What follows belongs to an exercise in optimizing a design on an open flow for small area, a short achievable clock period and few clock cycles per item; a production flow would make more cautious choices.
In this exercise RTL edits were held to simulation tests only and were not proved equivalent to the original.

==> design/flow/design.v <==
module nbhd_sharpen (
    input  wire [71:0] win,
    output wire [7:0]  pix
);
    wire [7:0] n1 = win[15:8], n3 = win[31:24], n4 = win[39:32];
    wire [7:0] n5 = win[47:40], n7 = win[63:56];
    wire sh_0 = n4[0] ^ n4[1];
    wire sh_1 = n4[0] & n4[1];
    wire sh_2 = n4[1] ^ n4[2];
    wire sh_3 = n4[1] & n4[2];
    wire sh_4 = n4[2] ^ n4[3];
    wire sh_5 = n4[2] & n4[3];
    wire sh_6 = n4[3] ^ n4[4];
    wire sh_7 = n4[3] & n4[4];
    wire sh_8 = n4[4] ^ n4[5];
    wire sh_9 = n4[4] & n4[5];
    wire sh_10 = n4[5] ^ n4[6];
    wire sh_11 = n4[5] & n4[6];
    wire sh_12 = ~n1[0] ^ ~n3[0];
    wire sh_13 = ~n1[0] & ~n3[0];
    wire sh_14 = n4[0] ^ ~n1[1] ^ ~n3[1];
    wire sh_15 = (n4[0] & ~n1[1]) | (~n3[1] & (n4[0] ^ ~n1[1]));
    wire sh_16 = ~n1[2] ^ ~n3[2] ^ ~n5[2];
    wire sh_17 = (~n1[2] & ~n3[2]) | (~n5[2] & (~n1[2] ^ ~n3[2]));
    wire sh_18 = ~n7[2] ^ 1'b1;
    wire sh_19 = ~n7[2] & 1'b1;
    wire sh_20 = ~n1[3] ^ ~n3[3] ^ ~n5[3];
    wire sh_21 = (~n1[3] & ~n3[3]) | (~n5[3] & (~n1[3] ^ ~n3[3]));
    wire sh_22 = ~n7[3] ^ sh_2 ^ sh_1;
    wire sh_23 = (~n7[3] & sh_2) | (sh_1 & (~n7[3] ^ sh_2));
    wire sh_24 = ~n1[4] ^ ~n3[4] ^ ~n5[4];
    wire sh_25 = (~n1[4] & ~n3[4]) | (~n5[4] & (~n1[4] ^ ~n3[4]));
    wire sh_26 = ~n7[4] ^ sh_4 ^ sh_3;
    wire sh_27 = (~n7[4] & sh_4) | (sh_3 & (~n7[4] ^ sh_4));
    wire sh_28 = ~n1[5] ^ ~n3[5] ^ ~n5[5];
    wire sh_29 = (~n1[5] & ~n3[5]) | (~n5[5] & (~n1[5] ^ ~n3[5]));
    wire sh_30 = ~n7[5] ^ sh_6 ^ sh_5;
    wire sh_31 = (~n7[5] & sh_6) | (sh_5 & (~n7[5] ^ sh_6));
    wire sh_32 = ~n1[6] ^ ~n3[6] ^ ~n5[6];
    wire sh_33 = (~n1[6] & ~n3[6]) | (~n5[6] & (~n1[6] ^ ~n3[6]));
    wire sh_34 = ~n7[6] ^ sh_8 ^ sh_7;
    wire sh_35 = (~n7[6] & sh_8) | (sh_7 & (~n7[6] ^ sh_8));
    wire sh_36 = ~n1[7] ^ ~n3[7] ^ ~n5[7];
    wire sh_37 = (~n1[7] & ~n3[7]) | (~n5[7] & (~n1[7] ^ ~n3[7]));
    wire sh_38 = ~n7[7] ^ sh_10 ^ sh_9;
    wire sh_39 = (~n7[7] & sh_10) | (sh_9 & (~n7[7] ^ sh_10));
    wire sh_40 = n4[6] ^ n4[7];
    wire sh_41 = n4[6] & n4[7];
    wire sh_42 = ~n5[0] ^ ~n7[0];
    wire sh_43 = ~n5[0] & ~n7[0];
    wire sh_44 = ~n5[1] ^ ~n7[1] ^ sh_14;
    wire sh_45 = (~n5[1] & ~n7[1]) | (sh_14 & (~n5[1] ^ ~n7[1]));
    wire sh_46 = sh_0 ^ sh_16 ^ sh_18;
    wire sh_47 = (sh_0 & sh_16) | (sh_18 & (sh_0 ^ sh_16));
    wire sh_48 = sh_20 ^ sh_22 ^ sh_17;
    wire sh_49 = (sh_20 & sh_22) | (sh_17 & (sh_20 ^ sh_22));
    wire sh_50 = sh_24 ^ sh_26 ^ sh_21;
    wire sh_51 = (sh_24 & sh_26) | (sh_21 & (sh_24 ^ sh_26));
    wire sh_52 = sh_28 ^ sh_30 ^ sh_25;
    wire sh_53 = (sh_28 & sh_30) | (sh_25 & (sh_28 ^ sh_30));
    wire sh_54 = sh_32 ^ sh_34 ^ sh_29;
    wire sh_55 = (sh_32 & sh_34) | (sh_29 & (sh_32 ^ sh_34));
    wire sh_56 = sh_36 ^ sh_38 ^ sh_33;
    wire sh_57 = (sh_36 & sh_38) | (sh_33 & (sh_36 ^ sh_38));
    wire sh_58 = sh_11 ^ sh_40 ^ sh_37;
    wire sh_59 = (sh_11 & sh_40) | (sh_37 & (sh_11 ^ sh_40));
    wire sh_60 = 1'b1 ^ sh_12;
    wire sh_61 = 1'b1 & sh_12;
    wire sh_62 = sh_13 ^ sh_44 ^ sh_43;
    wire sh_63 = (sh_13 & sh_44) | (sh_43 & (sh_13 ^ sh_44));
    wire sh_64 = sh_15 ^ sh_46 ^ sh_45;
    wire sh_65 = (sh_15 & sh_46) | (sh_45 & (sh_15 ^ sh_46));
    wire sh_66 = sh_19 ^ sh_48 ^ sh_47;
    wire sh_67 = (sh_19 & sh_48) | (sh_47 & (sh_19 ^ sh_48));
    wire sh_68 = sh_23 ^ sh_50 ^ sh_49;
    wire sh_69 = (sh_23 & sh_50) | (sh_49 & (sh_23 ^ sh_50));
    wire sh_70 = sh_27 ^ sh_52 ^ sh_51;
    wire sh_71 = (sh_27 & sh_52) | (sh_51 & (sh_27 ^ sh_52));
    wire sh_72 = sh_31 ^ sh_54 ^ sh_53;
    wire sh_73 = (sh_31 & sh_54) | (sh_53 & (sh_31 ^ sh_54));
    wire sh_74 = sh_35 ^ sh_56 ^ sh_55;
    wire sh_75 = (sh_35 & sh_56) | (sh_55 & (sh_35 ^ sh_56));
    wire sh_76 = sh_39 ^ sh_58 ^ sh_57;
    wire sh_77 = (sh_39 & sh_58) | (sh_57 & (sh_39 ^ sh_58));
    wire sh_78 = n4[7] ^ sh_41 ^ sh_59;
    wire sh_79 = (n4[7] & sh_41) | (sh_59 & (n4[7] ^ sh_41));
    wire [11:0] u = {1'b1, 1'b1, sh_78, sh_76, sh_74, sh_72, sh_70, sh_68, sh_66, sh_64, sh_62, sh_42} + {1'b0, sh_79, sh_77, sh_75, sh_73, sh_71, sh_69, sh_67, sh_65, sh_63, sh_61, sh_60};
    wire le1   = u[11] | (u[10:1] == 10'd0);
    wire ge511 = ~u[11] & ((u[10:9] != 2'b00) | (u[8:0] == 9'h1ff));
    assign pix = le1 ? 8'd0 : ge511 ? 8'd255 : u[8:1];
endmodule
module nbhd_sobel_grad (
    input  wire [71:0] win,
    output wire [10:0] sx,
    output wire [10:0] sy
);
    wire [7:0] n0 = win[7:0],   n1 = win[15:8],  n2 = win[23:16];
    wire [7:0] n3 = win[31:24], n5 = win[47:40];
    wire [7:0] n6 = win[55:48], n7 = win[63:56], n8 = win[71:64];
    wire gx_0 = n2[2] ^ n5[1];
    wire gx_1 = n2[2] & n5[1];
    wire gx_2 = n2[3] ^ n5[2];
    wire gx_3 = n2[3] & n5[2];
    wire gx_4 = n2[4] ^ n5[3];
    wire gx_5 = n2[4] & n5[3];
    wire gx_6 = n2[5] ^ n5[4];
    wire gx_7 = n2[5] & n5[4];
    wire gx_8 = n2[6] ^ n5[5];
    wire gx_9 = n2[6] & n5[5];
    wire gx_10 = n2[7] ^ n5[6];
    wire gx_11 = n2[7] & n5[6];
    wire gx_12 = n2[1] ^ n5[0] ^ n8[1];
    wire gx_13 = (n2[1] & n5[0]) | (n8[1] & (n2[1] ^ n5[0]));
    wire gx_14 = n8[2] ^ ~n0[2] ^ ~n3[1];
    wire gx_15 = (n8[2] & ~n0[2]) | (~n3[1] & (n8[2] ^ ~n0[2]));
    wire gx_16 = ~n6[2] ^ 1'b1;
    wire gx_17 = ~n6[2] & 1'b1;
    wire gx_18 = n8[3] ^ ~n0[3] ^ ~n3[2];
    wire gx_19 = (n8[3] & ~n0[3]) | (~n3[2] & (n8[3] ^ ~n0[3]));
    wire gx_20 = ~n6[3] ^ gx_2 ^ gx_1;
    wire gx_21 = (~n6[3] & gx_2) | (gx_1 & (~n6[3] ^ gx_2));
    wire gx_22 = n8[4] ^ ~n0[4] ^ ~n3[3];
    wire gx_23 = (n8[4] & ~n0[4]) | (~n3[3] & (n8[4] ^ ~n0[4]));
    wire gx_24 = ~n6[4] ^ gx_4 ^ gx_3;
    wire gx_25 = (~n6[4] & gx_4) | (gx_3 & (~n6[4] ^ gx_4));
    wire gx_26 = n8[5] ^ ~n0[5] ^ ~n3[4];
    wire gx_27 = (n8[5] & ~n0[5]) | (~n3[4] & (n8[5] ^ ~n0[5]));
    wire gx_28 = ~n6[5] ^ gx_6 ^ gx_5;
    wire gx_29 = (~n6[5] & gx_6) | (gx_5 & (~n6[5] ^ gx_6));
    wire gx_30 = n8[6] ^ ~n0[6] ^ ~n3[5];
    wire gx_31 = (n8[6] & ~n0[6]) | (~n3[5] & (n8[6] ^ ~n0[6]));
    wire gx_32 = ~n6[6] ^ gx_8 ^ gx_7;
    wire gx_33 = (~n6[6] & gx_8) | (gx_7 & (~n6[6] ^ gx_8));
    wire gx_34 = n8[7] ^ ~n0[7] ^ ~n3[6];
    wire gx_35 = (n8[7] & ~n0[7]) | (~n3[6] & (n8[7] ^ ~n0[7]));
    wire gx_36 = ~n6[7] ^ gx_10 ^ gx_9;
    wire gx_37 = (~n6[7] & gx_10) | (gx_9 & (~n6[7] ^ gx_10));
    wire gx_38 = n5[7] ^ ~n3[7];
    wire gx_39 = n5[7] & ~n3[7];
    wire gx_40 = n2[0] ^ n8[0];
    wire gx_41 = n2[0] & n8[0];
    wire gx_42 = ~n0[1] ^ ~n3[0] ^ ~n6[1];
    wire gx_43 = (~n0[1] & ~n3[0]) | (~n6[1] & (~n0[1] ^ ~n3[0]));
    wire gx_44 = gx_0 ^ gx_14 ^ gx_16;
    wire gx_45 = (gx_0 & gx_14) | (gx_16 & (gx_0 ^ gx_14));
    wire gx_46 = gx_18 ^ gx_20 ^ gx_15;
    wire gx_47 = (gx_18 & gx_20) | (gx_15 & (gx_18 ^ gx_20));
    wire gx_48 = gx_22 ^ gx_24 ^ gx_19;
    wire gx_49 = (gx_22 & gx_24) | (gx_19 & (gx_22 ^ gx_24));
    wire gx_50 = gx_26 ^ gx_28 ^ gx_23;
    wire gx_51 = (gx_26 & gx_28) | (gx_23 & (gx_26 ^ gx_28));
    wire gx_52 = gx_30 ^ gx_32 ^ gx_27;
    wire gx_53 = (gx_30 & gx_32) | (gx_27 & (gx_30 ^ gx_32));
    wire gx_54 = gx_34 ^ gx_36 ^ gx_31;
    wire gx_55 = (gx_34 & gx_36) | (gx_31 & (gx_34 ^ gx_36));
    wire gx_56 = gx_11 ^ gx_38 ^ gx_35;
    wire gx_57 = (gx_11 & gx_38) | (gx_35 & (gx_11 ^ gx_38));
    wire gx_58 = ~n0[0] ^ ~n6[0];
    wire gx_59 = ~n0[0] & ~n6[0];
    wire gx_60 = gx_12 ^ gx_42 ^ gx_41;
    wire gx_61 = (gx_12 & gx_42) | (gx_41 & (gx_12 ^ gx_42));
    wire gx_62 = gx_13 ^ gx_44 ^ gx_43;
    wire gx_63 = (gx_13 & gx_44) | (gx_43 & (gx_13 ^ gx_44));
    wire gx_64 = gx_17 ^ gx_46 ^ gx_45;
    wire gx_65 = (gx_17 & gx_46) | (gx_45 & (gx_17 ^ gx_46));
    wire gx_66 = gx_21 ^ gx_48 ^ gx_47;
    wire gx_67 = (gx_21 & gx_48) | (gx_47 & (gx_21 ^ gx_48));
    wire gx_68 = gx_25 ^ gx_50 ^ gx_49;
    wire gx_69 = (gx_25 & gx_50) | (gx_49 & (gx_25 ^ gx_50));
    wire gx_70 = gx_29 ^ gx_52 ^ gx_51;
    wire gx_71 = (gx_29 & gx_52) | (gx_51 & (gx_29 ^ gx_52));
    wire gx_72 = gx_33 ^ gx_54 ^ gx_53;
    wire gx_73 = (gx_33 & gx_54) | (gx_53 & (gx_33 ^ gx_54));
    wire gx_74 = gx_37 ^ gx_56 ^ gx_55;
    wire gx_75 = (gx_37 & gx_56) | (gx_55 & (gx_37 ^ gx_56));
    wire gx_76 = gx_39 ^ gx_57;
    wire gx_77 = gx_39 & gx_57;
    wire [10:0] sx_w = {1'b1, gx_76, gx_74, gx_72, gx_70, gx_68, gx_66, gx_64, gx_62, gx_60, gx_40} + {gx_77, gx_75, gx_73, gx_71, gx_69, gx_67, gx_65, gx_63, gx_61, gx_59, gx_58};
    wire gy_0 = n6[2] ^ n7[1];
    wire gy_1 = n6[2] & n7[1];
    wire gy_2 = n6[3] ^ n7[2];
    wire gy_3 = n6[3] & n7[2];
    wire gy_4 = n6[4] ^ n7[3];
    wire gy_5 = n6[4] & n7[3];
    wire gy_6 = n6[5] ^ n7[4];
    wire gy_7 = n6[5] & n7[4];
    wire gy_8 = n6[6] ^ n7[5];
    wire gy_9 = n6[6] & n7[5];
    wire gy_10 = n6[7] ^ n7[6];
    wire gy_11 = n6[7] & n7[6];
    wire gy_12 = n6[1] ^ n7[0] ^ n8[1];
    wire gy_13 = (n6[1] & n7[0]) | (n8[1] & (n6[1] ^ n7[0]));
    wire gy_14 = n8[2] ^ ~n0[2] ^ ~n1[1];
    wire gy_15 = (n8[2] & ~n0[2]) | (~n1[1] & (n8[2] ^ ~n0[2]));
    wire gy_16 = ~n2[2] ^ 1'b1;
    wire gy_17 = ~n2[2] & 1'b1;
    wire gy_18 = n8[3] ^ ~n0[3] ^ ~n1[2];
    wire gy_19 = (n8[3] & ~n0[3]) | (~n1[2] & (n8[3] ^ ~n0[3]));
    wire gy_20 = ~n2[3] ^ gy_2 ^ gy_1;
    wire gy_21 = (~n2[3] & gy_2) | (gy_1 & (~n2[3] ^ gy_2));
    wire gy_22 = n8[4] ^ ~n0[4] ^ ~n1[3];
    wire gy_23 = (n8[4] & ~n0[4]) | (~n1[3] & (n8[4] ^ ~n0[4]));
    wire gy_24 = ~n2[4] ^ gy_4 ^ gy_3;
    wire gy_25 = (~n2[4] & gy_4) | (gy_3 & (~n2[4] ^ gy_4));
    wire gy_26 = n8[5] ^ ~n0[5] ^ ~n1[4];
    wire gy_27 = (n8[5] & ~n0[5]) | (~n1[4] & (n8[5] ^ ~n0[5]));
    wire gy_28 = ~n2[5] ^ gy_6 ^ gy_5;
    wire gy_29 = (~n2[5] & gy_6) | (gy_5 & (~n2[5] ^ gy_6));
    wire gy_30 = n8[6] ^ ~n0[6] ^ ~n1[5];
    wire gy_31 = (n8[6] & ~n0[6]) | (~n1[5] & (n8[6] ^ ~n0[6]));
    wire gy_32 = ~n2[6] ^ gy_8 ^ gy_7;
    wire gy_33 = (~n2[6] & gy_8) | (gy_7 & (~n2[6] ^ gy_8));
    wire gy_34 = n8[7] ^ ~n0[7] ^ ~n1[6];
    wire gy_35 = (n8[7] & ~n0[7]) | (~n1[6] & (n8[7] ^ ~n0[7]));
    wire gy_36 = ~n2[7] ^ gy_10 ^ gy_9;
    wire gy_37 = (~n2[7] & gy_10) | (gy_9 & (~n2[7] ^ gy_10));
    wire gy_38 = n7[7] ^ ~n1[7];
    wire gy_39 = n7[7] & ~n1[7];
    wire gy_40 = n6[0] ^ n8[0];
    wire gy_41 = n6[0] & n8[0];
    wire gy_42 = ~n0[1] ^ ~n1[0] ^ ~n2[1];
    wire gy_43 = (~n0[1] & ~n1[0]) | (~n2[1] & (~n0[1] ^ ~n1[0]));
    wire gy_44 = gy_0 ^ gy_14 ^ gy_16;
    wire gy_45 = (gy_0 & gy_14) | (gy_16 & (gy_0 ^ gy_14));
    wire gy_46 = gy_18 ^ gy_20 ^ gy_15;
    wire gy_47 = (gy_18 & gy_20) | (gy_15 & (gy_18 ^ gy_20));
    wire gy_48 = gy_22 ^ gy_24 ^ gy_19;
    wire gy_49 = (gy_22 & gy_24) | (gy_19 & (gy_22 ^ gy_24));
    wire gy_50 = gy_26 ^ gy_28 ^ gy_23;
    wire gy_51 = (gy_26 & gy_28) | (gy_23 & (gy_26 ^ gy_28));
    wire gy_52 = gy_30 ^ gy_32 ^ gy_27;
    wire gy_53 = (gy_30 & gy_32) | (gy_27 & (gy_30 ^ gy_32));
    wire gy_54 = gy_34 ^ gy_36 ^ gy_31;
    wire gy_55 = (gy_34 & gy_36) | (gy_31 & (gy_34 ^ gy_36));
    wire gy_56 = gy_11 ^ gy_38 ^ gy_35;
    wire gy_57 = (gy_11 & gy_38) | (gy_35 & (gy_11 ^ gy_38));
    wire gy_58 = ~n0[0] ^ ~n2[0];
    wire gy_59 = ~n0[0] & ~n2[0];
    wire gy_60 = gy_12 ^ gy_42 ^ gy_41;
    wire gy_61 = (gy_12 & gy_42) | (gy_41 & (gy_12 ^ gy_42));
    wire gy_62 = gy_13 ^ gy_44 ^ gy_43;
    wire gy_63 = (gy_13 & gy_44) | (gy_43 & (gy_13 ^ gy_44));
    wire gy_64 = gy_17 ^ gy_46 ^ gy_45;
    wire gy_65 = (gy_17 & gy_46) | (gy_45 & (gy_17 ^ gy_46));
    wire gy_66 = gy_21 ^ gy_48 ^ gy_47;
    wire gy_67 = (gy_21 & gy_48) | (gy_47 & (gy_21 ^ gy_48));
    wire gy_68 = gy_25 ^ gy_50 ^ gy_49;
    wire gy_69 = (gy_25 & gy_50) | (gy_49 & (gy_25 ^ gy_50));
    wire gy_70 = gy_29 ^ gy_52 ^ gy_51;
    wire gy_71 = (gy_29 & gy_52) | (gy_51 & (gy_29 ^ gy_52));
    wire gy_72 = gy_33 ^ gy_54 ^ gy_53;
    wire gy_73 = (gy_33 & gy_54) | (gy_53 & (gy_33 ^ gy_54));
    wire gy_74 = gy_37 ^ gy_56 ^ gy_55;
    wire gy_75 = (gy_37 & gy_56) | (gy_55 & (gy_37 ^ gy_56));
    wire gy_76 = gy_39 ^ gy_57;
    wire gy_77 = gy_39 & gy_57;
    wire [10:0] sy_w = {1'b1, gy_76, gy_74, gy_72, gy_70, gy_68, gy_66, gy_64, gy_62, gy_60, gy_40} + {gy_77, gy_75, gy_73, gy_71, gy_69, gy_67, gy_65, gy_63, gy_61, gy_59, gy_58};
    assign sx = sx_w;
    assign sy = sy_w;
endmodule
module nbhd_sobel_sq (
    input  wire [10:0] sx,
    input  wire [10:0] sy,
    output wire [15:0] mc
);
    wire xs = sx[10], ys = sy[10];
    wire [10:0] cx = sx ^ {11{xs}};
    wire [10:0] cy = sy ^ {11{ys}};
    wire bigx = (cx[10:8] != 3'd0) | ((cx[7:1] == 7'h7f) & (cx[0] | xs));
    wire bigy = (cy[10:8] != 3'd0) | ((cy[7:1] == 7'h7f) & (cy[0] | ys));
    wire [7:0] a = cx[7:0], b = cy[7:0];
    wire sq_0 = (a[0] & a[5]) ^ (a[1] & a[4]);
    wire sq_1 = (a[0] & a[5]) & (a[1] & a[4]);
    wire sq_2 = (a[0] & a[7]) ^ (a[1] & a[6]) ^ (a[2] & a[5]);
    wire sq_3 = ((a[0] & a[7]) & (a[1] & a[6])) | ((a[2] & a[5]) & ((a[0] & a[7]) ^ (a[1] & a[6])));
    wire sq_4 = (a[3] & a[4]) ^ a[4];
    wire sq_5 = (a[3] & a[4]) & a[4];
    wire sq_6 = (a[0] & a[3]) ^ (a[1] & a[2]) ^ a[2];
    wire sq_7 = ((a[0] & a[3]) & (a[1] & a[2])) | (a[2] & ((a[0] & a[3]) ^ (a[1] & a[2])));
    wire sq_8 = (a[0] & a[4]) ^ (a[1] & a[3]);
    wire sq_9 = (a[0] & a[4]) & (a[1] & a[3]);
    wire sq_10 = (a[2] & a[3]) ^ a[3] ^ (xs & a[5]);
    wire sq_11 = ((a[2] & a[3]) & a[3]) | ((xs & a[5]) & ((a[2] & a[3]) ^ a[3]));
    wire sq_12 = (b[0] & b[5]) ^ (b[1] & b[4]) ^ (b[2] & b[3]);
    wire sq_13 = ((b[0] & b[5]) & (b[1] & b[4])) | ((b[2] & b[3]) & ((b[0] & b[5]) ^ (b[1] & b[4])));
    wire sq_14 = (a[0] & a[6]) ^ (a[1] & a[5]) ^ (a[2] & a[4]);
    wire sq_15 = ((a[0] & a[6]) & (a[1] & a[5])) | ((a[2] & a[4]) & ((a[0] & a[6]) ^ (a[1] & a[5])));
    wire sq_16 = (xs & a[6]) ^ (b[0] & b[6]) ^ (b[1] & b[5]);
    wire sq_17 = ((xs & a[6]) & (b[0] & b[6])) | ((b[1] & b[5]) & ((xs & a[6]) ^ (b[0] & b[6])));
    wire sq_18 = (b[2] & b[4]) ^ (ys & b[6]);
    wire sq_19 = (b[2] & b[4]) & (ys & b[6]);
    wire sq_20 = (xs & a[7]) ^ (b[0] & b[7]) ^ (b[1] & b[6]);
    wire sq_21 = ((xs & a[7]) & (b[0] & b[7])) | ((b[1] & b[6]) & ((xs & a[7]) ^ (b[0] & b[7])));
    wire sq_22 = (b[2] & b[5]) ^ (b[3] & b[4]) ^ b[4];
    wire sq_23 = ((b[2] & b[5]) & (b[3] & b[4])) | (b[4] & ((b[2] & b[5]) ^ (b[3] & b[4])));
    wire sq_24 = (ys & b[7]) ^ sq_2 ^ sq_4;
    wire sq_25 = ((ys & b[7]) & sq_2) | (sq_4 & ((ys & b[7]) ^ sq_2));
    wire sq_26 = (a[1] & a[7]) ^ (a[2] & a[6]) ^ (a[3] & a[5]);
    wire sq_27 = ((a[1] & a[7]) & (a[2] & a[6])) | ((a[3] & a[5]) & ((a[1] & a[7]) ^ (a[2] & a[6])));
    wire sq_28 = (b[1] & b[7]) ^ (b[2] & b[6]) ^ (b[3] & b[5]);
    wire sq_29 = ((b[1] & b[7]) & (b[2] & b[6])) | ((b[3] & b[5]) & ((b[1] & b[7]) ^ (b[2] & b[6])));
    wire sq_30 = sq_3 ^ sq_5;
    wire sq_31 = sq_3 & sq_5;
    wire sq_32 = (a[2] & a[7]) ^ (a[3] & a[6]) ^ (a[4] & a[5]);
    wire sq_33 = ((a[2] & a[7]) & (a[3] & a[6])) | ((a[4] & a[5]) & ((a[2] & a[7]) ^ (a[3] & a[6])));
    wire sq_34 = a[5] ^ (b[2] & b[7]) ^ (b[3] & b[6]);
    wire sq_35 = (a[5] & (b[2] & b[7])) | ((b[3] & b[6]) & (a[5] ^ (b[2] & b[7])));
    wire sq_36 = (b[4] & b[5]) ^ b[5];
    wire sq_37 = (b[4] & b[5]) & b[5];
    wire sq_38 = (a[3] & a[7]) ^ (a[4] & a[6]);
    wire sq_39 = (a[3] & a[7]) & (a[4] & a[6]);
    wire sq_40 = (a[4] & a[7]) ^ (a[5] & a[6]);
    wire sq_41 = (a[4] & a[7]) & (a[5] & a[6]);
    wire sq_42 = (a[0] & a[1]) ^ a[1] ^ (xs & a[1]);
    wire sq_43 = ((a[0] & a[1]) & a[1]) | ((xs & a[1]) & ((a[0] & a[1]) ^ a[1]));
    wire sq_44 = (a[0] & a[2]) ^ (xs & a[2]);
    wire sq_45 = (a[0] & a[2]) & (xs & a[2]);
    wire sq_46 = (xs & a[3]) ^ (b[0] & b[3]) ^ (b[1] & b[2]);
    wire sq_47 = ((xs & a[3]) & (b[0] & b[3])) | ((b[1] & b[2]) & ((xs & a[3]) ^ (b[0] & b[3])));
    wire sq_48 = b[2] ^ (ys & b[3]);
    wire sq_49 = b[2] & (ys & b[3]);
    wire sq_50 = (xs & a[4]) ^ (b[0] & b[4]) ^ (b[1] & b[3]);
    wire sq_51 = ((xs & a[4]) & (b[0] & b[4])) | ((b[1] & b[3]) & ((xs & a[4]) ^ (b[0] & b[4])));
    wire sq_52 = (ys & b[4]) ^ sq_8 ^ sq_7;
    wire sq_53 = ((ys & b[4]) & sq_8) | (sq_7 & ((ys & b[4]) ^ sq_8));
    wire sq_54 = b[3] ^ (ys & b[5]) ^ sq_0;
    wire sq_55 = (b[3] & (ys & b[5])) | (sq_0 & (b[3] ^ (ys & b[5])));
    wire sq_56 = sq_10 ^ sq_12 ^ sq_9;
    wire sq_57 = (sq_10 & sq_12) | (sq_9 & (sq_10 ^ sq_12));
    wire sq_58 = sq_1 ^ sq_14 ^ sq_16;
    wire sq_59 = (sq_1 & sq_14) | (sq_16 & (sq_1 ^ sq_14));
    wire sq_60 = sq_18 ^ sq_11 ^ sq_13;
    wire sq_61 = (sq_18 & sq_11) | (sq_13 & (sq_18 ^ sq_11));
    wire sq_62 = sq_20 ^ sq_22 ^ sq_24;
    wire sq_63 = (sq_20 & sq_22) | (sq_24 & (sq_20 ^ sq_22));
    wire sq_64 = sq_15 ^ sq_17 ^ sq_19;
    wire sq_65 = (sq_15 & sq_17) | (sq_19 & (sq_15 ^ sq_17));
    wire sq_66 = sq_26 ^ sq_28 ^ sq_30;
    wire sq_67 = (sq_26 & sq_28) | (sq_30 & (sq_26 ^ sq_28));
    wire sq_68 = sq_21 ^ sq_23 ^ sq_25;
    wire sq_69 = (sq_21 & sq_23) | (sq_25 & (sq_21 ^ sq_23));
    wire sq_70 = sq_32 ^ sq_34 ^ sq_36;
    wire sq_71 = (sq_32 & sq_34) | (sq_36 & (sq_32 ^ sq_34));
    wire sq_72 = sq_27 ^ sq_29 ^ sq_31;
    wire sq_73 = (sq_27 & sq_29) | (sq_31 & (sq_27 ^ sq_29));
    wire sq_74 = (b[3] & b[7]) ^ (b[4] & b[6]) ^ sq_38;
    wire sq_75 = ((b[3] & b[7]) & (b[4] & b[6])) | (sq_38 & ((b[3] & b[7]) ^ (b[4] & b[6])));
    wire sq_76 = sq_33 ^ sq_35 ^ sq_37;
    wire sq_77 = (sq_33 & sq_35) | (sq_37 & (sq_33 ^ sq_35));
    wire sq_78 = a[6] ^ (b[4] & b[7]) ^ (b[5] & b[6]);
    wire sq_79 = (a[6] & (b[4] & b[7])) | ((b[5] & b[6]) & (a[6] ^ (b[4] & b[7])));
    wire sq_80 = b[6] ^ sq_40 ^ sq_39;
    wire sq_81 = (b[6] & sq_40) | (sq_39 & (b[6] ^ sq_40));
    wire sq_82 = (a[5] & a[7]) ^ (b[5] & b[7]);
    wire sq_83 = (a[5] & a[7]) & (b[5] & b[7]);
    wire sq_84 = (a[6] & a[7]) ^ a[7];
    wire sq_85 = (a[6] & a[7]) & a[7];
    wire sq_86 = a[0] ^ xs;
    wire sq_87 = a[0] & xs;
    wire sq_88 = (b[0] & b[1]) ^ b[1];
    wire sq_89 = (b[0] & b[1]) & b[1];
    wire sq_90 = (b[0] & b[2]) ^ (ys & b[2]) ^ sq_44;
    wire sq_91 = ((b[0] & b[2]) & (ys & b[2])) | (sq_44 & ((b[0] & b[2]) ^ (ys & b[2])));
    wire sq_92 = sq_6 ^ sq_46 ^ sq_48;
    wire sq_93 = (sq_6 & sq_46) | (sq_48 & (sq_6 ^ sq_46));
    wire sq_94 = sq_50 ^ sq_52 ^ sq_47;
    wire sq_95 = (sq_50 & sq_52) | (sq_47 & (sq_50 ^ sq_52));
    wire sq_96 = sq_54 ^ sq_56 ^ sq_51;
    wire sq_97 = (sq_54 & sq_56) | (sq_51 & (sq_54 ^ sq_56));
    wire sq_98 = sq_58 ^ sq_60 ^ sq_55;
    wire sq_99 = (sq_58 & sq_60) | (sq_55 & (sq_58 ^ sq_60));
    wire sq_100 = sq_62 ^ sq_64 ^ sq_59;
    wire sq_101 = (sq_62 & sq_64) | (sq_59 & (sq_62 ^ sq_64));
    wire sq_102 = sq_66 ^ sq_68 ^ sq_63;
    wire sq_103 = (sq_66 & sq_68) | (sq_63 & (sq_66 ^ sq_68));
    wire sq_104 = sq_70 ^ sq_72 ^ sq_67;
    wire sq_105 = (sq_70 & sq_72) | (sq_67 & (sq_70 ^ sq_72));
    wire sq_106 = sq_74 ^ sq_76 ^ sq_71;
    wire sq_107 = (sq_74 & sq_76) | (sq_71 & (sq_74 ^ sq_76));
    wire sq_108 = sq_78 ^ sq_80 ^ sq_75;
    wire sq_109 = (sq_78 & sq_80) | (sq_75 & (sq_78 ^ sq_80));
    wire sq_110 = sq_41 ^ sq_82 ^ sq_79;
    wire sq_111 = (sq_41 & sq_82) | (sq_79 & (sq_41 ^ sq_82));
    wire sq_112 = (b[6] & b[7]) ^ b[7] ^ sq_84;
    wire sq_113 = ((b[6] & b[7]) & b[7]) | (sq_84 & ((b[6] & b[7]) ^ b[7]));
    wire sq_114 = b[0] ^ ys;
    wire sq_115 = b[0] & ys;
    wire sq_116 = (xs & a[0]) ^ (ys & b[0]) ^ sq_87;
    wire sq_117 = ((xs & a[0]) & (ys & b[0])) | (sq_87 & ((xs & a[0]) ^ (ys & b[0])));
    wire sq_118 = (ys & b[1]) ^ sq_42 ^ sq_88;
    wire sq_119 = ((ys & b[1]) & sq_42) | (sq_88 & ((ys & b[1]) ^ sq_42));
    wire sq_120 = sq_43 ^ sq_90 ^ sq_89;
    wire sq_121 = (sq_43 & sq_90) | (sq_89 & (sq_43 ^ sq_90));
    wire sq_122 = sq_45 ^ sq_92 ^ sq_91;
    wire sq_123 = (sq_45 & sq_92) | (sq_91 & (sq_45 ^ sq_92));
    wire sq_124 = sq_49 ^ sq_94 ^ sq_93;
    wire sq_125 = (sq_49 & sq_94) | (sq_93 & (sq_49 ^ sq_94));
    wire sq_126 = sq_53 ^ sq_96 ^ sq_95;
    wire sq_127 = (sq_53 & sq_96) | (sq_95 & (sq_53 ^ sq_96));
    wire sq_128 = sq_57 ^ sq_98 ^ sq_97;
    wire sq_129 = (sq_57 & sq_98) | (sq_97 & (sq_57 ^ sq_98));
    wire sq_130 = sq_61 ^ sq_100 ^ sq_99;
    wire sq_131 = (sq_61 & sq_100) | (sq_99 & (sq_61 ^ sq_100));
    wire sq_132 = sq_65 ^ sq_102 ^ sq_101;
    wire sq_133 = (sq_65 & sq_102) | (sq_101 & (sq_65 ^ sq_102));
    wire sq_134 = sq_69 ^ sq_104 ^ sq_103;
    wire sq_135 = (sq_69 & sq_104) | (sq_103 & (sq_69 ^ sq_104));
    wire sq_136 = sq_73 ^ sq_106 ^ sq_105;
    wire sq_137 = (sq_73 & sq_106) | (sq_105 & (sq_73 ^ sq_106));
    wire sq_138 = sq_77 ^ sq_108 ^ sq_107;
    wire sq_139 = (sq_77 & sq_108) | (sq_107 & (sq_77 ^ sq_108));
    wire sq_140 = sq_81 ^ sq_110 ^ sq_109;
    wire sq_141 = (sq_81 & sq_110) | (sq_109 & (sq_81 ^ sq_110));
    wire sq_142 = sq_83 ^ sq_112 ^ sq_111;
    wire sq_143 = (sq_83 & sq_112) | (sq_111 & (sq_83 ^ sq_112));
    wire sq_144 = sq_85 ^ sq_113;
    wire sq_145 = sq_85 & sq_113;
    wire [16:0] m = {sq_145, sq_144, sq_142, sq_140, sq_138, sq_136, sq_134, sq_132, sq_130, sq_128, sq_126, sq_124, sq_122, sq_120, sq_118, sq_116, sq_86} + {1'b0, sq_143, sq_141, sq_139, sq_137, sq_135, sq_133, sq_131, sq_129, sq_127, sq_125, sq_123, sq_121, sq_119, sq_117, sq_115, sq_114};
    wire sat = bigx | bigy | m[16] | (m[15:0] >= 16'd65025);
    assign mc = sat ? 16'hfe00 : m[15:0];
endmodule
module nbhd_sqrt_a (
    input  wire [15:0] m,
    output wire [6:0] rem,
    output wire [5:0] root
);
    wire [17:0] x = {m, 2'b00};
    wire [2:0] ri0 = {1'b0, x[17:16]};
    wire [1:0] tr0 = 2'b01;
    wire [3:0] df0 = {1'b0, ri0} - {2'b0, tr0};
    wire ge0 = ~df0[3];
    wire [1:0] rm0 = ge0 ? df0[1:0] : ri0[1:0];
    wire [0:0] rt0 = ge0;
    wire [3:0] ri1 = {rm0, x[15:14]};
    wire [2:0] tr1 = {rt0, 2'b01};
    wire [4:0] df1 = {1'b0, ri1} - {2'b0, tr1};
    wire ge1 = ~df1[4];
    wire [2:0] rm1 = ge1 ? df1[2:0] : ri1[2:0];
    wire [1:0] rt1 = {rt0, ge1};
    wire [4:0] ri2 = {rm1, x[13:12]};
    wire [3:0] tr2 = {rt1, 2'b01};
    wire [5:0] df2 = {1'b0, ri2} - {2'b0, tr2};
    wire ge2 = ~df2[5];
    wire [3:0] rm2 = ge2 ? df2[3:0] : ri2[3:0];
    wire [2:0] rt2 = {rt1, ge2};
    wire [5:0] ri3 = {rm2, x[11:10]};
    wire [4:0] tr3 = {rt2, 2'b01};
    wire [6:0] df3 = {1'b0, ri3} - {2'b0, tr3};
    wire ge3 = ~df3[6];
    wire [4:0] rm3 = ge3 ? df3[4:0] : ri3[4:0];
    wire [3:0] rt3 = {rt2, ge3};
    wire [6:0] ri4 = {rm3, x[9:8]};
    wire [5:0] tr4 = {rt3, 2'b01};
    wire [7:0] df4 = {1'b0, ri4} - {2'b0, tr4};
    wire ge4 = ~df4[7];
    wire [5:0] rm4 = ge4 ? df4[5:0] : ri4[5:0];
    wire [4:0] rt4 = {rt3, ge4};
    wire [7:0] ri5 = {rm4, x[7:6]};
    wire [6:0] tr5 = {rt4, 2'b01};
    wire [8:0] df5 = {1'b0, ri5} - {2'b0, tr5};
    wire ge5 = ~df5[8];
    wire [6:0] rm5 = ge5 ? df5[6:0] : ri5[6:0];
    wire [5:0] rt5 = {rt4, ge5};
    assign rem = rm5;
    assign root = rt5;
endmodule
module nbhd_sqrt_b (
    input  wire [15:0] m,
    input  wire [6:0] rem,
    input  wire [5:0] root,
    output wire [7:0]  pix
);
    wire [17:0] x = {m, 2'b00};
    wire [6:0] rm5 = rem;
    wire [5:0] rt5 = root;
    wire [8:0] ri6 = {rm5, x[5:4]};
    wire [7:0] tr6 = {rt5, 2'b01};
    wire [9:0] df6 = {1'b0, ri6} - {2'b0, tr6};
    wire ge6 = ~df6[9];
    wire [7:0] rm6 = ge6 ? df6[7:0] : ri6[7:0];
    wire [6:0] rt6 = {rt5, ge6};
    wire [9:0] ri7 = {rm6, x[3:2]};
    wire [8:0] tr7 = {rt6, 2'b01};
    wire [10:0] df7 = {1'b0, ri7} - {2'b0, tr7};
    wire ge7 = ~df7[10];
    wire [8:0] rm7 = ge7 ? df7[8:0] : ri7[8:0];
    wire [7:0] rt7 = {rt6, ge7};
    wire [10:0] ri8 = {rm7, x[1:0]};
    wire [9:0] tr8 = {rt7, 2'b01};
    wire [11:0] df8 = {1'b0, ri8} - {2'b0, tr8};
    wire ge8 = ~df8[11];
    wire [8:0] rt8 = {rt7, ge8};
    assign pix = rt8[8:1] + {7'd0, rt8[0]};
endmodule
module nbhd_median (
    input  wire [71:0] win,
    output wire [7:0]  pix
);
    function lt8(input [7:0] a, input [7:0] b);
        reg c; integer i;
        begin
            c = 1'b0;
            for (i = 0; i < 8; i = i + 1) c = (~a[i] & b[i]) | (~a[i] & c) | (b[i] & c);
            lt8 = c;
        end
    endfunction
    function [23:0] sort3(input [7:0] a, input [7:0] b, input [7:0] c);
        reg ba, cb, ca;
        reg [7:0] lo, md, hi;
        begin
            ba = lt8(b, a); cb = lt8(c, b); ca = lt8(c, a);
            lo = (~ba & ~ca) ? a : (ba & ~cb) ? b : c;
            hi = (ba & ca) ? a : (~ba & cb) ? b : c;
            md = (ba ^ ca) ? a : (ba ^ ~cb) ? b : c;
            sort3 = {hi, md, lo};
        end
    endfunction
    wire [23:0] r0 = sort3(win[7:0],   win[15:8],  win[23:16]);
    wire [23:0] r1 = sort3(win[31:24], win[39:32], win[47:40]);
    wire [23:0] r2 = sort3(win[55:48], win[63:56], win[71:64]);
    wire [23:0] c0 = sort3(r0[7:0],   r1[7:0],   r2[7:0]);
    wire [23:0] c1 = sort3(r0[15:8],  r1[15:8],  r2[15:8]);
    wire [23:0] c2 = sort3(r0[23:16], r1[23:16], r2[23:16]);
    wire [23:0] f  = sort3(c0[23:16], c1[15:8], c2[7:0]);
    assign pix = f[15:8];
endmodule
module nbhd_filter (
    input  wire        clk,
    input  wire        rst,         
    input  wire        in_valid,
    output wire        in_ready,
    input  wire [1:0]  in_op,       
    input  wire [71:0] in_win,
    output wire        out_valid,
    output wire [7:0]  out_pix
);
    assign in_ready = 1'b1;
    reg        s1_valid;
    reg [1:0]  s1_op;
    reg [71:0] s1_win;
    always @(posedge clk) begin
        s1_valid <= in_valid & ~rst;
        s1_op    <= in_op;
        s1_win   <= in_win;
    end
    wire [7:0]  sharpen_pix, median_pix;
    wire [10:0] sx, sy;
    nbhd_sharpen    u_sharpen (.win(s1_win), .pix(sharpen_pix));
    nbhd_median     u_median  (.win(s1_win), .pix(median_pix));
    nbhd_sobel_grad u_grad    (.win(s1_win), .sx(sx), .sy(sy));
    reg [7:0] s1_pix;
    always @* begin
        case (s1_op)
            2'd0:    s1_pix = sharpen_pix;
            2'd2:    s1_pix = median_pix;
            default: s1_pix = s1_win[39:32];
        endcase
    end
    reg        s2_valid, s2_sobel;
    reg [7:0]  s2_pix;
    reg [10:0] s2_sx, s2_sy;
    always @(posedge clk) begin
        s2_valid <= s1_valid & ~rst;
        s2_sobel <= (s1_op == 2'd1);
        s2_pix   <= s1_pix;
        s2_sx    <= sx;
        s2_sy    <= sy;
    end
    wire [15:0] mc;
    nbhd_sobel_sq u_sq (.sx(s2_sx), .sy(s2_sy), .mc(mc));
    reg        s3_valid, s3_sobel;
    reg [7:0]  s3_pix;
    reg [15:0] s3_m;
    always @(posedge clk) begin
        s3_valid <= s2_valid & ~rst;
        s3_sobel <= s2_sobel;
        s3_pix   <= s2_pix;
        s3_m     <= mc;
    end
    wire [6:0] rem_a;
    wire [5:0] root_a;
    nbhd_sqrt_a u_sqa (.m(s3_m), .rem(rem_a), .root(root_a));
    reg        s4_valid, s4_sobel;
    reg [7:0]  s4_pix;
    reg [15:0] s4_m;
    reg [6:0] s4_rem;
    reg [5:0] s4_root;
    always @(posedge clk) begin
        s4_valid <= s3_valid & ~rst;
        s4_sobel <= s3_sobel;
        s4_pix   <= s3_pix;
        s4_m     <= s3_m;
        s4_rem   <= rem_a;
        s4_root  <= root_a;
    end
    wire [7:0] sobel_pix;
    nbhd_sqrt_b u_sqb (.m(s4_m), .rem(s4_rem), .root(s4_root), .pix(sobel_pix));
    reg       s5_valid;
    reg [7:0] s5_pix;
    always @(posedge clk) begin
        s5_valid <= s4_valid & ~rst;
        s5_pix   <= s4_sobel ? sobel_pix : s4_pix;
    end
    assign out_valid = s5_valid;
    assign out_pix   = s5_pix;
endmodule
==> design/flow/run.sh <==
#!/bin/bash
# synth_recipe.tcl (not shown) runs the flow's synth.tcl, then flattens the netlist and writes it again
# the make line also repeats each setting of config.mk as NAME=value (left out here)
make -C /OpenROAD-flow-scripts/flow DESIGN_CONFIG=/design/flow/config.mk WORK_HOME=/design/flow/orfs CLKGATE_MAP_FILE= SYNTH_SCRIPT=/design/flow/synth_recipe.tcl finish
==> design/flow/config.mk <==
export PLATFORM = sky130hd
export DESIGN_NAME = nbhd_filter
export DESIGN_NICKNAME = nbhd_filter
export VERILOG_FILES = /design/flow/design.v
export SDC_FILE = /design/flow/constraint.sdc
export NUM_CORES = 4
export LEC_CHECK = 0
export ABC_AREA = 1
export CAP_MARGIN = 20
export CORE_MARGIN = 2
export CORE_UTILIZATION = 60
export SLEW_MARGIN = 20
==> design/flow/constraint.sdc <==
create_clock -name core_clock -period 35.0 [get_ports {clk}]
set_input_delay 7.0000 -clock core_clock [delete_from_list [all_inputs] [get_ports {clk}]]
set_output_delay 7.0000 -clock core_clock [all_outputs]
set_load 0.01 [all_outputs]
==> summary.txt, run 1 <==
Timing
  • Clock Skews: 0.0137 ns
  • Max-slew violations: 0
  • Min Hold Slack: 0.328 ns
  • Final setup viols: 0
  • Max Fclk: 121 MHz
  • Unrepaired setup endpoints after global routing: no
  • Final Cycle Share: 23.7%
  • Fin crit period: 8.29 ns
  • TNS Setup: 0 ns
  • Final Hold Fails: 0
  • PnR worst setup slack: 26.71 ns
  • Worst-margin pin slew: 0.923 ns
  • Relative slew slack: 36.9%

Floorplan
  • IO Count: 87
  • Core area: 28800 um^2
  • Die Y-Extent: 175 um
  • Initial Utilization: 61.0%
  • Std-Cell Rows: 62
  • DIE AREA: 30700 um^2
  • Die span in x: 175 um

Placed design
  • Post-Place Cell Area: 18700 um^2
  • HPWL Detailed: 39200 um
  • Gpl congestion: 0.996
  • Placement Setup Slack: 27.17 ns
  • Port bufs: 85

Synthesis
  • Sequential area share after synthesis: 19.3%
  • Number of synthesized flops with an enable pin: 0
  • Mapped Nets: 2827
  • Top_reg_cell synth: dfxtp_1
  • Netlist cell types: 58
  • Syn_area_per_cell: 7.17 um^2
  • Count of warnings emitted by yosys: 2
  • Async SR Flop Fraction: 0%
  • Netlist Area Pre-Place: 17600 um^2
  • Synth Register Bits: 169
  • Gate Count Post-Synth: 2449

Cells and area
  • Most common cell after layout, fill and taps aside: inv_1
  • Most frequent cells in the layout: inv_1, nand2_1, dfxtp_1, ha_1, a21oi_1
  • Filler instances: 2547
  • Share of layout cells above drive strength 1: 4.93%
  • Ant. Diodes: 0
  • Nets: 2903
  • Post-route cell area: 19300 um^2
  • Area Overhead vs Synth: 10.0%

Detailed routing
  • Vias: 15800
  • Routed Wire Length: 47800 um
  • Final ANT Viol Nets: 0
  • Detailed-route DRC error count: 0
  • Vias per inst: 5.40
  • WL per Instance: 16.3 um
  • DRT Pass-1 Iters: 6
  • Iter 0 DRT Violations: 1391

Setup path
  • Crit path largest cell delay: 0.53 ns
  • Endpoint type of the worst setup path: output pin
  • Startpoint types: register
  • CP Buf/Inv Count: 1
  • Crit-path max FO: 1
  • Setup crit start: s5_pix[1]$_DFF_P_
  • Reg-to-Reg Start: s1_win[64]$_DFF_P_
  • Delay-heaviest family, CP: buffers and inverters
  • Worst Path Arrival: 1.29 ns
  • Crit Path Category: reg2out
  • Critical path, cell by cell: clkdlybuf4s50_1
  • CP max stage cell: clkdlybuf4s50_1
  • Critical Path RT: 28.00 ns

Clocking
  • Skew-Pair Late Insertion Delay: 0.45 ns
  • Clock Path Buffers: 2
  • CTS Sinks: 169
  • Post-CTS setup buffer count: 0
  • Hold-fix buffers at CTS: 0
  • CTS resizes: 0
  • CTS root buffer: clkbuf_16
  • Htree depth: 4
  • Inserted Clock Buffers: 17
  • CTS tree: done
  • Reg clk slew, reported paths: 0.07 ns

GRT
  • Largest net degree at the start of global routing: 17
  • GR Overflow Total: 0
  • Vias in the first global route: 15600
  • First-pass GRT wire length: 77800 um
  • GRT Overall Usage: 32.3%
  • Initial antenna violation count: 1

Worst hold path
  • Hold path start: s2_pix[3]$_DFF_P_
  • Worst hold path type: reg2reg

Status
  • Status: finished clean

Flow run
  • Max-cap violations: 0
==> cells in the mapped netlist, drive strengths merged, types with 38 or more instances <==
cell type,count,share of area (%)
inv,589,13
nand2,493,11
dfxtp,169,19
a21oi,163,4.9
ha,161,11
o21ai,160,4.8
nor2,143,3.1
fa,140,16
nand3,111,3.5
xor2,59,2.9
and2,41,1.5
o22ai,38,1.4
==> layer usage <==
metal | track usage (%) | wire, um
met5 | 0 | 0
met4 | 15.8 | 2320
met3 | 5.35 | 3340
met2 | 54.4 | 22200
met1 | 40.4 | 19900
==> registers in the layout, summed over array words and instances (netlist names) <==
| signal | count |
|---|---|
| s2_sy | 11 |
| s1_valid | 1 |
| s2_sx | 11 |
| s2_sobel | 1 |
| s4_valid | 1 |
| s4_pix | 8 |
| s4_root | 6 |
| s2_pix | 8 |
| s1_op | 2 |
| s3_valid | 1 |
| s2_valid | 1 |
| s5_valid | 1 |
| s3_m | 16 |
| s4_m | 4 |
| s5_pix | 8 |
| s3_sobel | 1 |
| s4_sobel | 1 |
| s3_pix | 8 |
| s1_win | 72 |
| s4_rem | 7 |
==> cells by family (layout without fill, tap and decap cells) <==
| kind of cell | count (synthesis) | after routing | synth area share, % |
|---|---|---|---|
| xor+xnor | 72 | 72 | 3.59 |
| compound gates | 454 | 454 | 15.3 |
| simple gates | 814 | 814 | 20.1 |
| flops | 169 | 169 | 19.3 |
| buf+inv | 627 | 716 | 13.7 |
| fa+ha+maj | 311 | 311 | 28.0 |
| other cells | 1 | 1 | 0.0214 |
| mux | 1 | 1 | 0.0570 |
==> cell type report <==
| cell class | count | area, um^2 | share of cell area, % |
|---|---|---|---|
| inverters | 597 | 2240 | 11.6 |
| well taps | 384 | 480 | 2.49 |
| multi-input cells | 1653 | 11800 | 60.9 |
| flip-flops and latches | 169 | 3380 | 17.5 |
| repair buffers | 87 | 866 | 4.48 |
| clock buffers | 19 | 443 | 2.29 |
| clock inverters | 13 | 135 | 0.699 |
==> metrics by stage <==
stage          std cells  utilization [%]
2_1_floorplan       2449                -
3_3_place_gp        2890             65.1
3_5_place_dp        2890             65.1
4_1_cts             2922             67.1
5_1_grt             2922             67.1
6_report            2922             67.1
==> worst paths after layout <==
kind | endpoint | slack (ns) | depth (start not counted)
max | out_pix[1] | 26.71 | 1
min | s3_pix[3]$_DFF_P_ | 0.33 | 0
max reg2reg | s2_pix[4]$_DFF_P_ | 27.67 | 50
min reg2reg | s3_pix[3]$_DFF_P_ | 0.33 | 0
Testbench counts, summed over its fixed seeds: cycles 24,032, items 24,000.
==> run 2, diff against run 1 <==
--- a/design/flow/design.v
+++ b/design/flow/design.v
@@ -258,17 +258,33 @@
     assign sx = sx_w;
     assign sy = sy_w;
 endmodule
-module nbhd_sobel_sq (
+module nbhd_sobel_mag (
     input  wire [10:0] sx,
     input  wire [10:0] sy,
-    output wire [15:0] mc
+    output wire [7:0]  a,
+    output wire        xs,
+    output wire [7:0]  b,
+    output wire        ys,
+    output wire        big
 );
-    wire xs = sx[10], ys = sy[10];
+    assign xs = sx[10];
+    assign ys = sy[10];
     wire [10:0] cx = sx ^ {11{xs}};
     wire [10:0] cy = sy ^ {11{ys}};
     wire bigx = (cx[10:8] != 3'd0) | ((cx[7:1] == 7'h7f) & (cx[0] | xs));
     wire bigy = (cy[10:8] != 3'd0) | ((cy[7:1] == 7'h7f) & (cy[0] | ys));
-    wire [7:0] a = cx[7:0], b = cy[7:0];
+    assign a = cx[7:0];
+    assign b = cy[7:0];
+    assign big = bigx | bigy;
+endmodule
+module nbhd_sobel_sq (
+    input  wire [7:0]  a,
+    input  wire        xs,
+    input  wire [7:0]  b,
+    input  wire        ys,
+    input  wire        big,
+    output wire [15:0] mc
+);
     wire sq_0 = (a[0] & a[5]) ^ (a[1] & a[4]);
     wire sq_1 = (a[0] & a[5]) & (a[1] & a[4]);
     wire sq_2 = (a[0] & a[7]) ^ (a[1] & a[6]) ^ (a[2] & a[5]);
@@ -416,7 +432,7 @@
     wire sq_144 = sq_85 ^ sq_113;
     wire sq_145 = sq_85 & sq_113;
     wire [16:0] m = {sq_145, sq_144, sq_142, sq_140, sq_138, sq_136, sq_134, sq_132, sq_130, sq_128, sq_126, sq_124, sq_122, sq_120, sq_118, sq_116, sq_86} + {1'b0, sq_143, sq_141, sq_139, sq_137, sq_135, sq_133, sq_131, sq_129, sq_127, sq_125, sq_123, sq_121, sq_119, sq_117, sq_115, sq_114};
-    wire sat = bigx | bigy | m[16] | (m[15:0] >= 16'd65025);
+    wire sat = big | m[16] | (m[15:0] >= 16'd65025);
     assign mc = sat ? 16'hfe00 : m[15:0];
 endmodule
 module nbhd_sqrt_a (
@@ -545,61 +561,61 @@
     end
     wire [7:0]  sharpen_pix, median_pix;
     wire [10:0] sx, sy;
+    wire [7:0]  ga, gb;
+    wire        gxs, gys, gbig;
     nbhd_sharpen    u_sharpen (.win(s1_win), .pix(sharpen_pix));
     nbhd_median     u_median  (.win(s1_win), .pix(median_pix));
     nbhd_sobel_grad u_grad    (.win(s1_win), .sx(sx), .sy(sy));
-    reg [7:0] s1_pix;
+    nbhd_sobel_mag  u_mag     (.sx(sx), .sy(sy), .a(ga), .xs(gxs), .b(gb), .ys(gys), .big(gbig));
+    wire       sobel = (s1_op == 2'd1);
+    reg  [7:0] s1_a;
     always @* begin
         case (s1_op)
-            2'd0:    s1_pix = sharpen_pix;
-            2'd2:    s1_pix = median_pix;
-            default: s1_pix = s1_win[39:32];
+            2'd0:    s1_a = sharpen_pix;
+            2'd1:    s1_a = ga;
+            2'd2:    s1_a = median_pix;
+            default: s1_a = s1_win[39:32];
         endcase
     end
-    reg        s2_valid, s2_sobel;
-    reg [7:0]  s2_pix;
-    reg [10:0] s2_sx, s2_sy;
+    reg        s2_valid;
+    reg [7:0]  s2_a, s2_b;
+    reg        s2_xs, s2_ys, s2_big;
     always @(posedge clk) begin
         s2_valid <= s1_valid & ~rst;
-        s2_sobel <= (s1_op == 2'd1);
-        s2_pix   <= s1_pix;
-        s2_sx    <= sx;
-        s2_sy    <= sy;
+        s2_a     <= s1_a;
+        s2_b     <= gb & {8{sobel}};
+        s2_xs    <= gxs & sobel;
+        s2_ys    <= gys & sobel;
+        s2_big   <= gbig & sobel;
     end
     wire [15:0] mc;
-    nbhd_sobel_sq u_sq (.sx(s2_sx), .sy(s2_sy), .mc(mc));
-    reg        s3_valid, s3_sobel;
-    reg [7:0]  s3_pix;
+    nbhd_sobel_sq u_sq (.a(s2_a), .xs(s2_xs), .b(s2_b), .ys(s2_ys), .big(s2_big), .mc(mc));
+    reg        s3_valid;
     reg [15:0] s3_m;
     always @(posedge clk) begin
         s3_valid <= s2_valid & ~rst;
-        s3_sobel <= s2_sobel;
-        s3_pix   <= s2_pix;
         s3_m     <= mc;
     end
     wire [6:0] rem_a;
     wire [5:0] root_a;
     nbhd_sqrt_a u_sqa (.m(s3_m), .rem(rem_a), .root(root_a));
-    reg        s4_valid, s4_sobel;
-    reg [7:0]  s4_pix;
+    reg        s4_valid;
     reg [15:0] s4_m;
     reg [6:0] s4_rem;
     reg [5:0] s4_root;
     always @(posedge clk) begin
         s4_valid <= s3_valid & ~rst;
-        s4_sobel <= s3_sobel;
-        s4_pix   <= s3_pix;
         s4_m     <= s3_m;
         s4_rem   <= rem_a;
         s4_root  <= root_a;
     end
-    wire [7:0] sobel_pix;
-    nbhd_sqrt_b u_sqb (.m(s4_m), .rem(s4_rem), .root(s4_root), .pix(sobel_pix));
+    wire [7:0] root_pix;
+    nbhd_sqrt_b u_sqb (.m(s4_m), .rem(s4_rem), .root(s4_root), .pix(root_pix));
     reg       s5_valid;
     reg [7:0] s5_pix;
     always @(posedge clk) begin
         s5_valid <= s4_valid & ~rst;
-        s5_pix   <= s4_sobel ? sobel_pix : s4_pix;
+        s5_pix   <= root_pix;
     end
     assign out_valid = s5_valid;
     assign out_pix   = s5_pix;
==> design/flow/flow/run.sh (new file) <==
#!/bin/bash
# The standard layout (standard.sh), with every input and output port
# buffered by a plain buf_1 cell instead of the buffer_ports default.
set -euo pipefail
export BUFFER_PORTS_ARGS="-buffer_cell sky130_fd_sc_hd__buf_1"
bash standard.sh > standard.log 2>&1
==> design/flow/standard.sh (new file) <==
#!/bin/bash
# synth_recipe.tcl (not shown) runs the flow's synth.tcl, then flattens the netlist and writes it again
# the make line also repeats each setting of config.mk as NAME=value (left out here)
make -C /OpenROAD-flow-scripts/flow DESIGN_CONFIG=/design/flow/config.mk WORK_HOME=/design/flow/orfs CLKGATE_MAP_FILE= SYNTH_SCRIPT=/design/flow/synth_recipe.tcl "${@:-finish}"
removed: design/flow/run.sh
==> run 2 against run 1 <==
  * Still clean on timing, DRC and antenna
  * Cell count increased by 1.0%
  * Synthesized area decreased by 2.4%
  * Via count increased by 0.82%
  * Utilization decreased by 1.4 points
  * Synthesized cell count increased by 2.1%
  * Fmax increased by 4.8%
  * Critical path depth unchanged
  * Register-to-register slack got worse by 0.36 ns
==> summary.txt, run 2 <==
Timing
  • Clock Skews: 0.0127 ns (-0.00100 ns)
  • Max Fclk: 126 MHz (+4.8%)
  • Unrepaired setup endpoints after global routing: no
  • Relative slew slack: 31.3% (-5.6 points)
  • TNS Setup: 0 ns (unchanged)
  • Final Hold Fails: 0 (unchanged)
  • Final Cycle Share: 22.6% (-1.1 points)
  • Final setup viols: 0 (unchanged)
  • Max-slew violations: 0 (unchanged)
  • Fin crit period: 7.91 ns (-0.377 ns)
  • Min Hold Slack: 0.328 ns (+0.000247 ns)
  • Worst-margin pin slew: 1.02 ns (+0.0967 ns)

Clocking
  • CTS Sinks: 139 (-18%)
  • CTS root buffer: clkbuf_16
  • Inserted Clock Buffers: 17 (unchanged)
  • Htree depth: 4 (unchanged)
  • Reg clk slew, reported paths: 0.06 ns (about the same)
  • Clock Path Buffers: 2 (unchanged)
  • Post-CTS setup buffer count: 0 (unchanged)
  • Hold-fix buffers at CTS: 0 (unchanged)
  • CTS tree: done
  • Skew-Pair Late Insertion Delay: 0.45 ns (about the same)
  • CTS resizes: 0 (unchanged)

Cells and area
  • Area of the multi-input gates: 11800 um^2 (+0.16%)
  • Most frequent cells in the layout: inv_1, nand2_1, a21oi_1, ha_1, fa_1
  • Post-layout util: 65.7% (-1.4 points)
  • Largest Register: s1_win
  • Largest regs: s1_win x72, s3_m x16
  • Filler instances: 2582 (+1.4%)
  • Most common cell after layout, fill and taps aside: inv_1
  • Area Overhead vs Synth: 7.14%
  • Register area: 2780 um^2 (-18%)
  • Nets: 2925 (+0.76%)
  • Share of layout cells above drive strength 1: 4.70% (-0.22 points)
  • Ant. Diodes: 0 (unchanged)
  • Max reg flops: 72 (unchanged)

GRT
  • Largest net degree at the start of global routing: 18 (+1)
  • First-pass GRT wire length: 78700 um (+1.2%)
  • Initial antenna violation count: 1 (unchanged)
  • GR Overflow Total: 0 (unchanged)
  • Vias in the first global route: 15500 (-1.1%)
  • GRT Overall Usage: 33.4% (+1.0 points)

Synthesis
  • Most frequent cell after synthesis: inv_1
  • Count of warnings emitted by yosys: 2 (unchanged)
  • Top post-synthesis cells by area: fa_1, dfxtp_1, inv_1
  • Netlist Area Pre-Place: 17100 um^2 (-2.4%)
  • Synth area leader: fa_1
  • Commonest cells post-synth: inv_1, nand2_1, a21oi_1, ha_1, fa_1
  • Syn_area_per_cell: 6.86 um^2 (-4.4%)
  • Async SR Flop Fraction: 0% (unchanged)
  • Netlist cell types: 60 (+3.4%)
  • Share of the synthesized area in the top cell type: 16.4% (-2.9 points)
  • Sequential area share after synthesis: 16.2% (-3.0 points)
  • Top_reg_cell synth: dfxtp_1
  • Number of synthesized flops with an enable pin: 0 (unchanged)
  • Synth Register Bits: 139 (-18%)
  • Gate Count Post-Synth: 2500 (+2.1%)
  • Mapped Nets: 2864 (+1.3%)

Floorplan
  • Die Y-Extent: 173 um (-1.2%)
  • Initial Utilization: 61.4% (+0.34 points)
  • Core area: 27900 um^2 (-2.9%)
  • Die span in x: 173 um (-1.2%)
  • Std-Cell Rows: 61 (-1.6%)
  • IO Count: 87 (unchanged)
  • DIE AREA: 29900 um^2 (-2.3%)

Setup path
  • CP Depth: 1 (unchanged)
  • Startpoint types: register
  • Worst Setup EP: out_pix[1]
  • Delay-heaviest family, CP: flip-flops
  • CP max stage cell: dfxtp_1
  • Endpoint type of the worst setup path: output pin
  • Crit Path Category: reg2out
  • Reg-to-Reg Start: s1_win[64]$_DFF_P_
  • Worst Path Arrival: 0.91 ns (-0.38 ns)
  • Crit-path max FO: 1 (unchanged)
  • Setup crit start: s5_pix[1]$_DFF_P_
  • Reg2Reg Depth: 44 (-12%)
  • Crit path largest cell delay: 0.32 ns (-0.21 ns)
  • Reg-to-reg endpoint: s2_a[1]$_DFF_P_
  • Critical Path RT: 28.00 ns (about the same)
  • Reg-to-reg slack, setup: 27.31 ns (-0.36 ns)
  • CP Buf/Inv Count: 1 (unchanged)
  • Critical path, cell by cell: buf_1

Detailed routing
  • Vias: 15900 (+0.82%)
  • DRT Pass-1 Iters: 6 (unchanged)
  • Final ANT Viol Nets: 0 (unchanged)
  • Vias per inst: 5.39 (-0.21%)
  • WL per Instance: 16.7 um (+1.9%)
  • Iter 0 DRT Violations: 1247 (-10%)
  • Detailed-route DRC error count: 0 (unchanged)
  • Routed Wire Length: 49200 um (+2.9%)

Status
  • Status: finished clean

Flow run
  • Max-cap violations: 0 (unchanged)

Worst hold path
  • Worst hold path type: reg2reg
  • Hold Path Cell Cnt: 0 (unchanged)

Placed design
  • Port bufs: 85 (unchanged)
  • HPWL Detailed: 40600 um (+3.5%)
  • Gpl congestion: 0.970 (-2.7%)
run 2: how the worst min path moves through the flow:
stage / end / start / slack (ns)
2_1_floorplan: s4_m[0]$_DFF_P_ / s3_m[0]$_SDFF_PP0_ / 0.31
3_3_place_gp: s4_m[1]$_DFF_P_ / s3_m[1]$_SDFF_PP0_ / 0.31
3_5_place_dp: s4_m[1]$_DFF_P_ / s3_m[1]$_SDFF_PP0_ / 0.31
4_1_cts: s4_m[1]$_DFF_P_ / s3_m[1]$_SDFF_PP0_ / 0.33
5_1_grt: s4_m[1]$_DFF_P_ / s3_m[1]$_SDFF_PP0_ / 0.34
6_report: s4_m[1]$_DFF_P_ / s3_m[1]$_SDFF_PP0_ / 0.33
run 2: stage by stage:
step                      setup WS (ns)  cell area, um^2  cells
after floorplan                   27.67            17100   2500
after global placement            27.57            17700   2920
after detailed placement          27.56            17700   2920
after CTS                         27.07            18400   2952
after global routing              26.61            18400   2952
final                             27.09            18400   2952
run 2: cell families (layout without fill, tap and decap cells):
logic type | Yosys count | after routing | synth area share, %
AO/OA/AOI/OAI | 444 | 444 | 15.0
XOR/XNOR | 86 | 86 | 4.39
adder cells (fa/ha/maj) | 297 | 297 | 27.7
buffers and inverters | 667 | 741 | 15.0
flip-flops | 139 | 139 | 16.2
multiplexers | 4 | 4 | 0.241
other | 1 | 1 | 0.0219
AND/OR/NAND/NOR | 862 | 862 | 21.5
run 2: area by class of cell:
cell class                 instances  share of cell area, %
multi-input combinational       1694                   64.2
sequential                       139                   15.2
inverter                         620                   12.7
tap                              378                   2.58
clock buffer                      18                   2.34
timing repair buffer              89                   1.90
clock inverter                    14                   1.14
run 2: routing by layer:
metal	track usage (%)	vias up	wire (um)
met5	0	-	13
met4	18.5	2	2820
met3	5.50	144	3370
met1	39.7	7289	19400
li1	-	7859	-
met2	57.3	610	23600
Testbench counts of run 2, summed over its fixed seeds: cycles 24,032, items 24,000.

## re-timing with driven ports
The results above use ideal ports. As a check the final layouts listed here were re-extracted and re-timed, cells and wires unchanged.
Step 1 assumes that a clkbuf_16 drives the clock port and a buf_2 every other input.
Step 2 also shifts input and output timing later by t, the mid clock arrival at the registers, as if the neighbouring blocks saw the same clock.
Slacks: ideal / step 1 / step 2; pairs: ideal / step 1.
| run | t (ns) | setup WS [ns] | cell pins on the clock port's net |
|---|---|---|---|
| run 1 | 0.498 | 26.715 / 26.660 / 27.159 | 1 |
| run 2 | 0.500 | 27.092 / 27.039 / 27.315 | 1 |
After both steps every run listed still meets setup and hold.
